This design comes from an exercise in tuning for small area, a short achievable clock period and few clock cycles on the open sky130 flow, not from production work. The RTL was checked by simulation tests, not by an equivalence proof against the original design. Power is estimated from default activity; no workload was simulated.

==> design/flow/design.v <==
module mwfc (
    input             clk,
    input             rst,         
    input             bus_valid,
    input             bus_write,
    input      [7:0]  bus_addr,    
    input      [1:0]  bus_size,    
    input      [31:0] bus_wdata,
    output            bus_ready,
    output reg [31:0] bus_rdata,
    output            bus_err
);
    localparam [7:0] OPC_SET_CLOCK       = 8'hE0;
    localparam [7:0] OPC_SET_VIBRATION   = 8'hE1;
    localparam [7:0] OPC_SET_FULLSCREEN  = 8'hE2;
    localparam [7:0] OPC_UPDATE_DISPLAY  = 8'hE3;
    localparam [7:0] OPC_SET_BACKLIGHT   = 8'hE4;
    localparam [7:0] OPC_SET_WIDGET_LIST = 8'hE5;
    localparam [7:0] OPC_CLEAR_SCREEN    = 8'hE6;
    localparam [7:0] OPC_GET_BATTERY     = 8'hE7;
    localparam [7:0] OPC_RESET_DEVICE    = 8'hE8;
    localparam [7:0] IDLE_MODE           = 8'h00;
    localparam [7:0] C_CRC_START   = 8'h01;
    localparam [7:0] C_CRC_FEED    = 8'h02;
    localparam [7:0] C_CRC_FINAL   = 8'h03;
    localparam [7:0] C_CRC_SPAN    = 8'h04;
    localparam [7:0] C_FINALIZE    = 8'h08;
    localparam [7:0] C_SET_CLOCK   = 8'h10;
    localparam [7:0] C_SET_VIB     = 8'h11;
    localparam [7:0] C_FULLSCREEN  = 8'h12;
    localparam [7:0] C_UPDATE      = 8'h13;
    localparam [7:0] C_UPDATE_DEF  = 8'h14;
    localparam [7:0] C_BACKLIGHT   = 8'h15;
    localparam [7:0] C_WIDGETS     = 8'h16;
    localparam [7:0] C_CLEAR       = 8'h17;
    localparam [7:0] C_GET_BATTERY = 8'h18;
    localparam [7:0] C_RESET_DEV   = 8'h19;
    localparam [7:0] C_PARSE_BATT  = 8'h20;
    localparam [3:0] E_OK        = 4'd0;
    localparam [3:0] E_ILLEGAL   = 4'd1;
    localparam [3:0] E_BAD_ARG   = 4'd2;
    localparam [3:0] E_BAD_LEN   = 4'd3;
    localparam [3:0] E_SHORT     = 4'd4;
    localparam [3:0] E_BAD_CFG   = 4'd5;
    localparam [2:0] S_IDLE  = 3'd0;   
    localparam [2:0] S_LOAD  = 3'd1;   
    localparam [2:0] S_CONV  = 3'd2;   
    localparam [2:0] S_SHIFT = 3'd3;   
    localparam [2:0] S_DONE  = 3'd4;   
    localparam [1:0] J_FEED = 2'd0;    
    localparam [1:0] J_SPAN = 2'd1;    
    localparam [1:0] J_FIN  = 2'd2;    
    reg [2:0]   state;
    reg [31:0]  cmd_q;
    reg [3:0]   err_q;
    reg [7:0]   frame_len_q;
    reg [7:0]   resp_count_q;
    reg [5:0]   order_q;
    reg [31:0]  poly_q;
    reg [31:0]  init_q;
    reg [31:0]  xorout_q;
    reg [2:0]   flags_q;           
    reg [31:0]  init_direct_q;
    reg [31:0]  crc_reg_q;
    reg [31:0]  crc_result_q;
    reg [31:0]  arg0_q, arg1_q, arg2_q, arg3_q, arg4_q;
    reg [24:0]  batt_status_q;
    reg [15:0]  batt_mv_q;
    reg [255:0] frame_q;           
    reg [95:0]  resp_q;            
    reg [31:0]  sr_q;              
    reg [5:0]   idx_q;             
    reg [5:0]   left_q;            
    reg [2:0]   bit_q;             
    reg [5:0]   steps_q;           
    reg [1:0]   job_q;
    reg [5:0]   tail_q;            
    wire refin  = flags_q[0];
    wire refout = flags_q[1];
    wire direct = flags_q[2];
    wire [5:0] widx = bus_addr[7:2];
    reg mapped;
    always @(*) begin
        mapped = 1'b0;
        if (widx <= 6'd13)                      mapped = 1'b1;   
        else if (widx >= 6'd16 && widx <= 6'd22) mapped = 1'b1;   
        else if (widx >= 6'd24 && widx <= 6'd34) mapped = 1'b1;   
    end
    wire legal  = (bus_size == 2'd2) && (bus_addr[1:0] == 2'b00) && mapped;
    wire wr_acc = (state == S_IDLE) && bus_valid && bus_write && legal;
    wire wr_seq = wr_acc && (widx == 6'd0 || widx == 6'd4 || widx == 6'd5 ||
                             widx == 6'd6 || widx == 6'd8);
    assign bus_ready = ((state == S_IDLE) && !wr_seq) || (state == S_DONE);
    assign bus_err   = !legal;
    wire [31:0] mask    = 32'hFFFFFFFF >> (6'd32 - order_q);
    wire [31:0] highbit = 32'h00000001 << (order_q - 6'd1);
    wire [31:0] poly_m  = poly_q & mask;
    function [31:0] rev32(input [31:0] v);
        integer i;
        begin
            for (i = 0; i < 32; i = i + 1)
                rev32[i] = v[31 - i];
        end
    endfunction
    function [31:0] crc_output(input [31:0] r, input [5:0] ord, input ro,
                               input [31:0] xo, input [31:0] m);
        reg [31:0] t;
        begin
            t = r & m;
            if (ro)
                t = rev32(t) >> (6'd32 - ord);
            crc_output = (t ^ xo) & m;
        end
    endfunction
    reg  [7:0] frame_byte;
    integer q;
    always @(*) begin
        frame_byte = 8'd0;
        for (q = 0; q < 32; q = q + 1)
            if (idx_q[4:0] == q)
                frame_byte = frame_q[8*q +: 8];
    end
    wire [7:0] cur_byte   = (job_q == J_FEED) ? arg0_q[7:0] : frame_byte;
    wire       data_bit   = refin ? cur_byte[bit_q] : cur_byte[3'd7 - bit_q];
    wire       step_in    = (state == S_CONV) ? 1'b0 : data_bit;
    wire        fb      = (|(sr_q & highbit)) ^ step_in;
    wire [31:0] sr_step = ((sr_q << 1) & mask) ^ (fb ? poly_m : 32'd0);
    wire [31:0] sr_out  = crc_output(sr_q,      order_q, refout, xorout_q, mask);
    wire [31:0] reg_out = crc_output(crc_reg_q, order_q, refout, xorout_q, mask);
    wire [7:0] code   = bus_wdata[7:0];
    wire       rsv_ok = (bus_wdata[31:8] == 24'd0);
    reg code_known;
    always @(*) begin
        case (code)
            C_CRC_START, C_CRC_FEED, C_CRC_FINAL, C_CRC_SPAN, C_FINALIZE,
            C_SET_CLOCK, C_SET_VIB, C_FULLSCREEN, C_UPDATE, C_UPDATE_DEF,
            C_BACKLIGHT, C_WIDGETS, C_CLEAR, C_GET_BATTERY, C_RESET_DEV,
            C_PARSE_BATT: code_known = 1'b1;
            default:      code_known = 1'b0;
        endcase
    end
    wire       cmd_go    = wr_acc && (widx == 6'd0) && rsv_ok && code_known;
    wire [2:0] pairs     = arg0_q[10:8];
    wire       is_enc    = (code >= C_SET_CLOCK) && (code <= C_RESET_DEV);
    wire       enc_start = cmd_go && is_enc && !(code == C_WIDGETS && pairs == 3'd0);
    reg [7:0] enc_len;
    reg [7:0] enc_opc;
    reg [7:0] enc_opt;
    reg [7:0] enc_pl [0:13];
    integer p;
    always @(*) begin
        enc_len = 8'd6;
        enc_opc = 8'h00;
        enc_opt = 8'h00;
        for (p = 0; p < 14; p = p + 1)
            enc_pl[p] = 8'h00;
        case (code)
            C_SET_CLOCK: begin
                enc_len = 8'd14;
                enc_opc = OPC_SET_CLOCK;
                enc_pl[0] = arg0_q[15:8];
                enc_pl[1] = arg0_q[7:0];
                enc_pl[2] = arg0_q[23:16];
                enc_pl[3] = arg0_q[31:24];
                enc_pl[4] = arg1_q[7:0];
                enc_pl[5] = arg1_q[15:8];
                enc_pl[6] = arg1_q[23:16];
                enc_pl[7] = arg1_q[31:24];
            end
            C_SET_VIB: begin
                enc_len = 8'd12;
                enc_opc = OPC_SET_VIBRATION;
                enc_pl[0] = 8'h01;
                enc_pl[1] = arg0_q[7:0];
                enc_pl[2] = arg0_q[15:8];
                enc_pl[3] = arg0_q[23:16];
                enc_pl[4] = arg0_q[31:24];
                enc_pl[5] = arg1_q[7:0];
            end
            C_FULLSCREEN: begin
                enc_opc = OPC_SET_FULLSCREEN;
                enc_opt = {7'd0, arg0_q[0]};
            end
            C_UPDATE: begin
                enc_len = 8'd8;
                enc_opc = OPC_UPDATE_DISPLAY;
                enc_opt = {arg0_q[20], 1'b0, arg0_q[21], 1'b0, arg0_q[17:16], arg0_q[19:18]};
                enc_pl[0] = arg0_q[7:0];
                enc_pl[1] = arg0_q[15:8];
            end
            C_UPDATE_DEF: begin
                enc_len = 8'd8;
                enc_opc = OPC_UPDATE_DISPLAY;
                enc_opt = 8'hA0;
                enc_pl[0] = 8'h00;
                enc_pl[1] = 8'h60;
            end
            C_BACKLIGHT: begin
                enc_opc = OPC_SET_BACKLIGHT;
                enc_opt = {7'd0, arg0_q[0]};
            end
            C_WIDGETS: begin
                enc_len = 8'd6 + {4'd0, pairs, 1'b0};
                enc_opc = OPC_SET_WIDGET_LIST;
                enc_opt = {4'd0, arg0_q[3:2], arg0_q[1:0]};
                for (p = 0; p < 4; p = p + 1) begin
                    enc_pl[p]     = arg1_q[8*p +: 8];
                    enc_pl[4 + p] = arg2_q[8*p +: 8];
                    enc_pl[8 + p] = arg3_q[8*p +: 8];
                end
                enc_pl[12] = arg4_q[7:0];
                enc_pl[13] = arg4_q[15:8];
            end
            C_CLEAR: begin
                enc_len = 8'd7;
                enc_opc = OPC_CLEAR_SCREEN;
                enc_opt = {7'd0, arg0_q[0]};
                enc_pl[0] = IDLE_MODE;
            end
            C_GET_BATTERY: enc_opc = OPC_GET_BATTERY;
            C_RESET_DEV:   enc_opc = OPC_RESET_DEVICE;
            default: ;
        endcase
    end
    wire [8:0] span_end = {1'b0, arg0_q[7:0]} + {1'b0, arg0_q[15:8]};
    always @(posedge clk) begin
        if (rst) begin
            state         <= S_IDLE;
            cmd_q         <= 32'd0;
            err_q         <= E_OK;
            frame_len_q   <= 8'd0;
            resp_count_q  <= 8'd0;
            order_q       <= 6'd16;
            poly_q        <= 32'h00001021;
            init_q        <= 32'h0000FFFF;
            xorout_q      <= 32'd0;
            flags_q       <= 3'b101;
            init_direct_q <= 32'h0000FFFF;
            crc_reg_q     <= 32'h0000FFFF;
            crc_result_q  <= 32'd0;
            arg0_q        <= 32'd0;
            arg1_q        <= 32'd0;
            arg2_q        <= 32'd0;
            arg3_q        <= 32'd0;
            arg4_q        <= 32'd0;
            batt_status_q <= 25'd0;
            batt_mv_q     <= 16'd0;
            sr_q          <= 32'd0;
            idx_q         <= 6'd0;
            left_q        <= 6'd0;
            bit_q         <= 3'd0;
            steps_q       <= 6'd0;
            job_q         <= J_FEED;
            tail_q        <= 6'd0;
        end else begin
            case (state)
            S_IDLE: if (wr_acc) begin
                case (widx)
                6'd0: begin
                    cmd_q <= bus_wdata;
                    state <= S_DONE;
                    bit_q <= 3'd0;
                    if (!rsv_ok || !code_known) begin
                        err_q <= E_ILLEGAL;
                    end else begin
                        case (code)
                        C_CRC_START: begin
                            crc_reg_q <= init_direct_q;
                            err_q     <= E_OK;
                        end
                        C_CRC_FEED: begin
                            sr_q   <= crc_reg_q & mask;
                            left_q <= 6'd1;
                            job_q  <= J_FEED;
                            state  <= S_SHIFT;
                        end
                        C_CRC_FINAL: begin
                            crc_result_q <= reg_out;
                            err_q        <= E_OK;
                        end
                        C_CRC_SPAN: begin
                            if (span_end > 9'd32) begin
                                err_q <= E_BAD_LEN;
                            end else begin
                                sr_q   <= init_direct_q;
                                idx_q  <= arg0_q[5:0];
                                left_q <= arg0_q[13:8];
                                job_q  <= J_SPAN;
                                state  <= S_SHIFT;
                            end
                        end
                        C_FINALIZE: begin
                            if (frame_len_q < 8'd2 || frame_len_q > 8'd32) begin
                                err_q <= E_BAD_LEN;
                            end else begin
                                sr_q   <= init_direct_q;
                                idx_q  <= 6'd0;
                                left_q <= frame_len_q[5:0] - 6'd2;
                                tail_q <= frame_len_q[5:0] - 6'd2;
                                job_q  <= J_FIN;
                                state  <= S_SHIFT;
                            end
                        end
                        C_PARSE_BATT: begin
                            if (resp_count_q < 8'd12) begin
                                err_q <= E_SHORT;
                            end else if (resp_count_q > 8'd12) begin
                                err_q <= E_BAD_LEN;
                            end else begin
                                batt_status_q <= {1'b1, resp_q[55:48], resp_q[47:40], resp_q[39:32]};
                                batt_mv_q     <= {resp_q[79:72], resp_q[71:64]};
                                err_q         <= E_OK;
                            end
                        end
                        default: begin   
                            if (code == C_WIDGETS && pairs == 3'd0) begin
                                err_q <= E_BAD_ARG;
                            end else begin
                                frame_len_q <= enc_len;
                                sr_q        <= init_direct_q;
                                idx_q       <= 6'd0;
                                left_q      <= enc_len[5:0] - 6'd2;
                                tail_q      <= enc_len[5:0] - 6'd2;
                                job_q       <= J_FIN;
                                state       <= S_SHIFT;
                            end
                        end
                        endcase
                    end
                end
                6'd2:  frame_len_q  <= bus_wdata[7:0];
                6'd3:  resp_count_q <= bus_wdata[7:0];
                6'd4: begin
                    if (bus_wdata[5:0] >= 6'd1 && bus_wdata[5:0] <= 6'd32) begin
                        order_q <= bus_wdata[5:0];
                        err_q   <= E_OK;
                    end else begin
                        err_q   <= E_BAD_CFG;
                    end
                    state <= S_LOAD;
                end
                6'd5: begin poly_q  <= bus_wdata;      state <= S_LOAD; end
                6'd6: begin init_q  <= bus_wdata;      state <= S_LOAD; end
                6'd7: xorout_q <= bus_wdata;
                6'd8: begin flags_q <= bus_wdata[2:0]; state <= S_LOAD; end
                6'd16: arg0_q <= bus_wdata;
                6'd17: arg1_q <= bus_wdata;
                6'd18: arg2_q <= bus_wdata;
                6'd19: arg3_q <= bus_wdata;
                6'd20: arg4_q <= bus_wdata;
                default: ;
                endcase
            end
            S_LOAD: begin
                if (direct) begin
                    init_direct_q <= init_q & mask;
                    state         <= S_DONE;
                end else begin
                    sr_q    <= init_q & mask;
                    steps_q <= order_q;
                    state   <= S_CONV;
                end
            end
            S_CONV: begin
                if (steps_q == 6'd0) begin
                    init_direct_q <= sr_q;
                    state         <= S_DONE;
                end else begin
                    sr_q    <= sr_step;
                    steps_q <= steps_q - 6'd1;
                end
            end
            S_SHIFT: begin
                if (left_q == 6'd0) begin
                    case (job_q)
                        J_FEED:  crc_reg_q    <= sr_q;
                        default: crc_result_q <= sr_out;
                    endcase
                    err_q <= E_OK;
                    state <= S_DONE;
                end else begin
                    sr_q  <= sr_step;
                    bit_q <= bit_q + 3'd1;
                    if (bit_q == 3'd7) begin
                        idx_q  <= idx_q + 6'd1;
                        left_q <= left_q - 6'd1;
                    end
                end
            end
            default: state <= S_IDLE;   
            endcase
        end
    end
    integer k;
    always @(posedge clk) begin
        if (!rst) begin
            for (k = 0; k < 8; k = k + 1)
                if (wr_acc && widx == 6'd24 + k)
                    frame_q[32*k +: 32] <= bus_wdata;
            if (enc_start) begin
                frame_q[7:0]   <= 8'h01;
                frame_q[15:8]  <= enc_len;
                frame_q[23:16] <= enc_opc;
                frame_q[31:24] <= enc_opt;
                for (k = 0; k < 14; k = k + 1)
                    if (k + 6 < enc_len)
                        frame_q[32 + 8*k +: 8] <= enc_pl[k];
            end
            if (state == S_SHIFT && left_q == 6'd0 && job_q == J_FIN) begin
                for (k = 0; k < 31; k = k + 1)
                    if (k == tail_q) begin
                        frame_q[8*k +: 8]     <= sr_out[7:0];
                        frame_q[8*k + 8 +: 8] <= sr_out[15:8];
                    end
            end
            for (k = 0; k < 3; k = k + 1)
                if (wr_acc && widx == 6'd32 + k)
                    resp_q[32*k +: 32] <= bus_wdata;
        end
    end
    always @(*) begin
        bus_rdata = 32'd0;
        case (widx)
            6'd0:  bus_rdata = cmd_q;
            6'd1:  bus_rdata = {28'd0, err_q};
            6'd2:  bus_rdata = {24'd0, frame_len_q};
            6'd3:  bus_rdata = {24'd0, resp_count_q};
            6'd4:  bus_rdata = {26'd0, order_q};
            6'd5:  bus_rdata = poly_q;
            6'd6:  bus_rdata = init_q;
            6'd7:  bus_rdata = xorout_q;
            6'd8:  bus_rdata = {29'd0, flags_q};
            6'd9:  bus_rdata = init_direct_q;
            6'd10: bus_rdata = mask;
            6'd11: bus_rdata = highbit;
            6'd12: bus_rdata = crc_reg_q;
            6'd13: bus_rdata = crc_result_q;
            6'd16: bus_rdata = arg0_q;
            6'd17: bus_rdata = arg1_q;
            6'd18: bus_rdata = arg2_q;
            6'd19: bus_rdata = arg3_q;
            6'd20: bus_rdata = arg4_q;
            6'd21: bus_rdata = {7'd0, batt_status_q};
            6'd22: bus_rdata = {16'd0, batt_mv_q};
            6'd24: bus_rdata = frame_q[31:0];
            6'd25: bus_rdata = frame_q[63:32];
            6'd26: bus_rdata = frame_q[95:64];
            6'd27: bus_rdata = frame_q[127:96];
            6'd28: bus_rdata = frame_q[159:128];
            6'd29: bus_rdata = frame_q[191:160];
            6'd30: bus_rdata = frame_q[223:192];
            6'd31: bus_rdata = frame_q[255:224];
            6'd32: bus_rdata = resp_q[31:0];
            6'd33: bus_rdata = resp_q[63:32];
            6'd34: bus_rdata = resp_q[95:64];
            default: bus_rdata = 32'd0;
        endcase
    end
endmodule
==> design/flow/run.sh <==
#!/bin/bash
# synth_recipe.tcl (not shown) runs the flow's synth.tcl, then flattens the netlist and writes it again
# the make line also repeats each setting of config.mk as NAME=value (left out here)
make -C /OpenROAD-flow-scripts/flow DESIGN_CONFIG=/design/flow/config.mk WORK_HOME=/design/flow/orfs CLKGATE_MAP_FILE= SYNTH_SCRIPT=/design/flow/synth_recipe.tcl finish
==> design/flow/config.mk <==
export PLATFORM = sky130hd
export DESIGN_NAME = mwfc
export DESIGN_NICKNAME = mwfc
export VERILOG_FILES = /design/flow/design.v
export SDC_FILE = /design/flow/constraint.sdc
export NUM_CORES = 4
export LEC_CHECK = 0
export CAP_MARGIN = 20
export CORE_MARGIN = 2
export CORE_UTILIZATION = 25
export PLACE_DENSITY = 0.4
export SLEW_MARGIN = 20
==> design/flow/constraint.sdc <==
create_clock -name core_clock -period 10.0 [get_ports {clk}]
set_input_delay 2.0000 -clock core_clock [delete_from_list [all_inputs] [get_ports {clk}]]
set_output_delay 2.0000 -clock core_clock [all_outputs]
set_load 0.01 [all_outputs]
==> summary.txt <==
FMAX: 0.1148 GHz
Clock sinks: 868
Cell Chain, Critical Path: clkdlybuf4s50_1, nor2_1, nand3_1, nor2_4, a221o_1, a221oi_1, nand4_1, a211oi_1, o21ai_0, clkdlybuf4s50_1
Outcome: timing/DRC/antenna clean
Port bufs: 79
Worst path required time: 8.00 ns
Post-CTS Repair Setup Buffers: 0
Die Area: 235800 um2
Yosys reg bits: 868
Mapped cell area: 57990 um2
Gr usage total: 40.47%
VDD IR-drop max: 0.0001386 V
Clock Pin Slew Worst Setup and Hold Paths: 0.06 ns
Cell Pwr Density: 137.1 nW/um2
Clock buffer depth: 3
Top cell by count, worst path: clkdlybuf4s50_1
Worst slew pin tran: 1.275 ns
Vias: 70697
Crit path max-delay family: compound AO/OA/AOI/OAI gates
Max cap viols: 0
Met2 usage: 58.71%
GR peak layer: met2
CTS root buf: clkbuf_16
Vias in the first global route: 63658
Gates resized, CTS repair: 0
Hold path endpoint: batt_status_q[5]
Detailed placement HPWL: 371900 um
R2r worst-path depth: 18
Asr flop ratio synth: 0%
Post-Synthesis Cells: 7436
Hold_buf cts: 0
Vias per cell: 6.821
Nets: 7292
Top FF cell, synth: dfxtp_1
Slowest-stage cell, CP: a211oi_1
I/O pin count: 80
Hold Crit Depth: 2
Final Skew: 0.07007 ns
Number of enable-type register cells in the synthesized netlist: 352
Routed len/inst: 48.04 um
Layout cell share with drive strength beyond 1: 10.63%
Min cycle time layout: 8.708 ns
Avg Cell Area, Syn: 7.798 um2
Layout fillers: 24739
Max transition margin: 14.46%
Initial DRT Pass Iterations: 9
Worst path buffer plus inverter count: 2
R2R Setup Slk: 2.56 ns
Gp weighted congestion: 1.086
Worst EP arrival: 6.71 ns
Final Power: 9.143 mW
DRC violations left: 0
Post-synth net total: 7517
CTS buffer count: 112
DIE WIDTH: 485.6 um
H-tree depth: 3
CTS tree: done
Starting Density: 25.17%
Clock Latency Late Sink: 0.85 ns
R2R Path End: frame_q[113]
Final Max Tran Viols: 0
Fin Setup TNS: 0 ns
Warnings, synthesis: 2
Slowest cell delay on critical path: 1.01 ns
Yosys cell types: 118
Area Overhead vs Synth: 14.97%
Crit. End Element: output port
CP Launch Type: primary input
Total core area: 230300 um2
Met1 Track Usage GR: 51.10%
Initial DRC count: 13132
Final period util: 87.08%
Total grt overflow: 0
Die Height: 485.6 um
Final setup violation count: 0
Total routed wirelength: 497900 um
Lkg Pwr: 21.46 nW
Row cnt: 176
Post-synthesis sequential area ratio: 36.04%
Antenna Nets Post-Route: 0
Unrepaired setup endpoints after global routing: no
Met3 Track Usage GR: 13.01%
Worst Hold Class: reg2reg
Crit-path max FO: 23
Final hold violation count: 0
First-pass GRT wire length: 645100 um
Largest net degree at the start of global routing: 125
Crit path kind: in2out
Initial antenna violation count: 95
Worst r2r src: order_q[1]
Hold Crit Start: batt_status_q[5]
## worst reg2reg max path, delay by kind of cell (launching register included)
| kind | cells | cell delay (ns) |
|---|---|---|
| compound gates | 7 | 2.68 |
| xor+xnor | 1 | 0.54 |
| fa+ha+maj | 2 | 0.71 |
| buf+inv | 5 | 1.53 |
| flops | 1 | 0.90 |
| simple gates | 3 | 0.89 |
## per-stage QoR
stage | setup slack, ns | util, % | cells | hold WS [ns] | instance area [um2]
after floorplan | 3.003 | - | 7436 | 0.4312 | 57990
after global placement | 1.244 | 27.19 | 10119 | 0.4393 | 62620
after detailed placement | 1.530 | 27.20 | 10122 | 0.4445 | 62660
after CTS | 1.529 | 28.89 | 10335 | 0.4508 | 66550
after global routing | 1.468 | 28.92 | 10340 | 0.4637 | 66610
final | 1.292 | 28.94 | 10365 | 0.4527 | 66670
## flip-flops by register name, indices dropped and copies added (netlist names), 16 cells and up
| name | count |
|---|---|
| arg0_q | 32 |
| cmd_q | 32 |
| xorout_q | 32 |
| init_q | 32 |
| batt_mv_q | 16 |
| frame_q | 256 |
| batt_status_q | 25 |
| arg1_q | 32 |
| arg4_q | 32 |
| poly_q | 32 |
| init_direct_q | 32 |
| sr_q | 32 |
| crc_result_q | 32 |
| resp_q | 96 |
| arg3_q | 32 |
| crc_reg_q | 32 |
| arg2_q | 32 |
## worst max-delay path by stage
stage | from | end | cells past startpoint
after global routing | bus_addr[2] | bus_rdata[14] | 10
after detailed placement | bus_addr[2] | bus_rdata[14] | 10
final | bus_addr[2] | bus_rdata[14] | 10
after global placement | bus_wdata[14] | frame_q[62] | 14
after CTS | bus_addr[2] | bus_rdata[14] | 10
after floorplan | order_q[0] | bus_rdata[26] | 19
## cells in the mapped netlist (all sizes together), types with 25 or more instances
cell / number / share of area [%]
a2111oi: 42 / 0.75
a211oi: 101 / 1.3
a21oi: 774 / 6.7
a221oi: 267 / 4.1
a222oi: 90 / 1.6
a22o: 101 / 1.5
a22oi: 174 / 2.3
a311oi: 50 / 0.76
a31oi: 82 / 0.90
a32o: 34 / 0.59
and3: 74 / 0.80
buf: 179 / 1.6
clkbuf: 572 / 3.7
dfxtp: 516 / 18
edfxtp: 352 / 18
ha: 34 / 0.73
inv: 89 / 0.58
mux2i: 160 / 2.8
nand2: 1438 / 9.3
nand2b: 48 / 0.52
nand3: 258 / 2.2
nand4: 92 / 0.99
nor2: 559 / 3.6
nor2b: 50 / 0.54
nor3: 145 / 1.3
nor4: 44 / 0.57
o211ai: 103 / 1.4
o21ai: 334 / 2.9
o221ai: 35 / 0.53
o22ai: 91 / 0.98
o311ai: 27 / 0.42
or2: 28 / 0.30
or3: 25 / 0.27
xnor2: 47 / 0.75
## metal layers
layer / up-vias / part of all wire (%) / wire length, um
met5: - / 0.060 / 301
met4: 38 / 8.2 / 40780
met3: 1383 / 12 / 59020
met2: 5707 / 41 / 204900
met1: 35945 / 39 / 192900
li1: 27624 / - / -
## power by group
part	switching [mW]	internal [mW]	total (mW)
sequential	0.278	3.76	4.04
clock	1.91	2.51	4.42
combinational	0.506	0.181	0.687
## cells in the final DEF (no fill, tap or decap), types with 107 or more instances in the layout
| cell | count |
|---|---|
| nor3_1 | 107 |
| a221oi_1 | 263 |
| a21oi_1 | 765 |
| nand2_1 | 1424 |
| nand3_1 | 255 |
| dfxtp_1 | 511 |
| buf_4 | 327 |
| o21ai_0 | 287 |
| a22oi_1 | 174 |
| edfxtp_1 | 352 |
| clkbuf_16 | 117 |
| mux2i_1 | 159 |
| nor2_1 | 528 |
## layout make-up
class / instances / area, um2 / share of cell area [%]
antenna: 29 / 72.57 / 0.1088
multi-input combinational: 5725 / 34350 / 51.52
inverter: 92 / 352.8 / 0.5292
sequential: 868 / 20910 / 31.36
clock inverter: 51 / 584.3 / 0.8764
tap: 3026 / 3786 / 5.679
timing repair buffer: 412 / 3322 / 4.983
clock buffer: 162 / 3297 / 4.945
## logic make-up after synthesis
| kind of cell | share of synthesized area, % |
|---|---|
| adder cells (fa/ha/maj) | 0.7682 |
| multiplexers | 3.578 |
| flip-flops | 36.04 |
| buffers and inverters | 5.914 |
| XOR/XNOR | 1.081 |
| AND/OR/NAND/NOR | 22.18 |
| AO/OA/AOI/OAI | 30.43 |
Testbench counts, summed over its fixed seeds: cycles 149,168.

[port drivers added, routing unchanged]
How much do the figures lean on ideal ports? The routed layout below was timed once more, with nothing changed but the port constraints. Step 1, drivers: a clkbuf_16 drives clk and a buf_2 each remaining input, both assumed. Step 2 moves the port delays by t, midway between the first and last clock arrival at a register: inputs arrive t later, outputs are due t later. That takes back most of the time a late clock gives input paths. Slacks: ideal ports / drivers / drivers and shift; pairs: ideal ports / drivers.
t (ns): 0.901
setup WS [ns]: 1.292 / 1.256 / 1.256
hold slack, ns: 0.453 / 0.453 / 0.453
worst setup path after step 2: input to output
worst slew at a driven data input, ns: 0.06
After both steps this run still meets setup and hold. The setup slack of this run moves by -0.036 ns with the drivers and by -0.036 ns with both steps.
